Background: an optimization exercise with open tools, aiming at small area, a short achievable clock period and few clock cycles per item. Do not read the settings as production practice. The RTL was checked by simulation tests, not by an equivalence proof against the original design. Power is estimated from default activity; no workload was simulated.

## inav_decoder
module inav_decoder (
    input  wire         clk,
    input  wire         rst,         
    input  wire         cmd_valid,
    output wire         cmd_ready,
    input  wire [124:0] cmd,
    output reg          rsp_valid,
    output wire [485:0] rsp
);
==> flow/config.mk <==
export PLATFORM = sky130hd
export DESIGN_NAME = inav_decoder
export DESIGN_NICKNAME = inav_decoder
export VERILOG_FILES = /design/flow/design.v
export SDC_FILE = /design/flow/constraint.sdc
export NUM_CORES = 4
export LEC_CHECK = 0
export CAP_MARGIN = 20
export CORE_MARGIN = 2
export CORE_UTILIZATION = 45
export CTS_BUF_LIST = sky130_fd_sc_hd__clkbuf_16
export CTS_CLUSTER_DIAMETER = 80
export CTS_CLUSTER_SIZE = 24
export PLACE_DENSITY = 0.65
export SETUP_SLACK_MARGIN = 5
export SLEW_MARGIN = 20
export TNS_END_PERCENT = 30
==> flow/constraint.sdc <==
create_clock -name core_clock -period 8.0 [get_ports {clk}]
set_input_delay 1.6000 -clock core_clock [delete_from_list [all_inputs] [get_ports {clk}]]
set_output_delay 1.6000 -clock core_clock [all_outputs]
set_load 0.01 [all_outputs]
standard.sh (not shown) runs the stock make flow with config.mk's settings and CLKGATE_MAP_FILE= SYNTH_SCRIPT=/design/flow/synth_recipe.tcl, a recipe that flattens the netlist after the stock synthesis.
==> flow/flow/run.sh <==
#!/bin/bash
# The standard layout (the standard.sh), with two changes to how it is
# made: ports are buffered with buf_2 (rather than the delay-buffer cell
# buffer_ports picks on its own), and a222oi_1, which has no stronger size
# for timing repair to swap to, is added to the platform's don't-use list.
set -euo pipefail
PLATFORM_DONT_USE="$(sed -n '/^export DONT_USE_CELLS/,/^#/p' "$FLOW_HOME/platforms/sky130hd/config.mk" | grep -o 'sky130_fd_sc_hd__[a-z0-9_]*' | tr '\n' ' ')"
bash standard.sh "BUFFER_PORTS_ARGS=-buffer_cell sky130_fd_sc_hd__buf_2" \
    "DONT_USE_CELLS=${PLATFORM_DONT_USE}sky130_fd_sc_hd__a222oi_1" finish > make_finish.log 2>&1
tail -n 20 make_finish.log
The starting point completed with no timing, DRC or antenna violations.
Testbench counts at the start, summed over its fixed seeds: cycles 5,616, items 5,600.
Change:
--- a/flow/config.mk
+++ b/flow/config.mk
@@ -8,9 +8,9 @@
 export CAP_MARGIN = 20
 export CORE_MARGIN = 2
-export CORE_UTILIZATION = 45
+export CORE_UTILIZATION = 48
 export CTS_BUF_LIST = sky130_fd_sc_hd__clkbuf_16
 export CTS_CLUSTER_DIAMETER = 80
 export CTS_CLUSTER_SIZE = 24
-export PLACE_DENSITY = 0.65
+export PLACE_DENSITY = 0.62
 export SETUP_SLACK_MARGIN = 5
 export SLEW_MARGIN = 20
After rerunning: Final area shrinks by 1.1%. Setup slack improved by 0.033 ns. Critical path depth does not change. Core utilization grows by 2.9 points. Flip-flop and latch count does not change. Global-route usage grows by 1.0 points. Power shrinks by 0.80%. Routed wire length shrinks by 3.6%.
Change:
--- a/flow/config.mk
+++ b/flow/config.mk
@@ -8,9 +8,9 @@
 export CAP_MARGIN = 20
 export CORE_MARGIN = 2
-export CORE_UTILIZATION = 48
+export CORE_UTILIZATION = 50
 export CTS_BUF_LIST = sky130_fd_sc_hd__clkbuf_16
 export CTS_CLUSTER_DIAMETER = 80
 export CTS_CLUSTER_SIZE = 24
-export PLACE_DENSITY = 0.62
+export PLACE_DENSITY = 0.66
 export SETUP_SLACK_MARGIN = 5
 export SLEW_MARGIN = 20
What happened: Via count is higher by a few percent. Core utilization is higher by 3.1 points. Clock skew is higher by 0.0066 ns. Worst setup slack got worse by 0.0066 ns. Non-clock buffer count is higher by 51. Fmax barely changes. Clock power is lower by a few percent. Die area is lower by a few percent. Clock-buffer cell count is lower by 3. Cell count is lower slightly.

oak:
inav_decoder, a different RTL version from the one above (not shown whole).
Size: about 3400 cells after synthesis, ~1500 flip-flops, ~620 I/O pins, roughly 57000 µm² of cells after synthesis.
Settings: LEC_CHECK=0, CAP_MARGIN=20, CORE_MARGIN=2, CORE_UTILIZATION=40, CTS_BUF_LIST=sky130_fd_sc_hd__clkbuf_8 sky130_fd_sc_hd__clkbuf_16, CTS_CLUSTER_DIAMETER=50, CTS_CLUSTER_SIZE=12, PLACE_DENSITY=0.6, SETUP_SLACK_MARGIN=5, SLEW_MARGIN=20, TNS_END_PERCENT=100; clock period 8.0 ns.
Scripts as last shown in full above: flow/flow/run.sh
Testbench counts of oak, summed over its fixed seeds: cycles 5,616, items 5,600.
Changes in pine relative to oak:
- a deleted CTS_BUF_LIST that had been sky130_fd_sc_hd__clkbuf_8 sky130_fd_sc_hd__clkbuf_16
- a deleted CTS_CLUSTER_SIZE that had been 12
- a deleted CTS_CLUSTER_DIAMETER that had been 50
==> flow/run.sh (new file) <==
#!/bin/bash
# synth_recipe.tcl (not shown) runs the flow's synth.tcl, then flattens the netlist and writes it again
# the make line also repeats each setting of config.mk as NAME=value (left out here)
make -C /OpenROAD-flow-scripts/flow DESIGN_CONFIG=/design/flow/config.mk WORK_HOME=/design/flow/orfs CLKGATE_MAP_FILE= SYNTH_SCRIPT=/design/flow/synth_recipe.tcl finish
removed: flow/flow/run.sh
removed: flow/standard.sh
Results
pine finished all stages; the layout is clean.
Wire length on met3: pine vs oak down about 6.6%
The clock buffer and inverter area fraction after layout of pine falls short of that of oak by 0.30 points.
For the non-clock inverter count in the final layout, pine came in about 80% higher than oak did.
Between oak and pine, final weighted congestion in routability-driven placement is higher for oak, pine comes in under that.
Compared with oak, in pine later-pin clock latency in the skew report flat, area used by sequential logic in the layout did not really move, net total in the final layout climbed 284, cell leakage power now sits higher.

[static timing again, ports no longer ideal]
The results above use ideal ports. As a check the final layouts listed here were re-extracted and re-timed, cells and wires unchanged. Step 1 assumes that a clkbuf_16 drives the clock port and a buf_2 every other input. Step 2 times the ports against the registers' clock, not the clock port: input delays grow and output delays shrink by t, the midpoint of the rising clock arrivals with the driver on. Three values: ideal, step 1, step 2; two values: the first two.
run	t, ns	setup WS [ns]	worst hold slack (ns)	slew at the worst register clock pin (ns)	worst slew at a driven data input, ns
the first run of note 1	0.768	4.714 / 4.641 / 4.119	0.464 / 0.464 / 0.464	0.10 / 0.10	0.17
the second run of note 1	0.758	4.747 / 4.672 / 4.170	0.455 / 0.455 / 0.455	0.10 / 0.10	0.16
the third run of note 1	0.745	4.741 / 4.667 / 4.078	0.472 / 0.472 / 0.472	0.10 / 0.10	0.15
oak	0.861	4.557 / 4.482 / 4.130	0.445 / 0.445 / 0.445	0.06 / 0.06	0.18
pine	0.865	4.192 / 4.113 / 4.042	0.450 / 0.450 / 0.450	0.07 / 0.07	0.20
After both steps setup and hold are still met in every run listed. The setup slack of the third run of note 1, which loses most, moves by -0.074 ns with the drivers and by -0.663 ns with both steps.
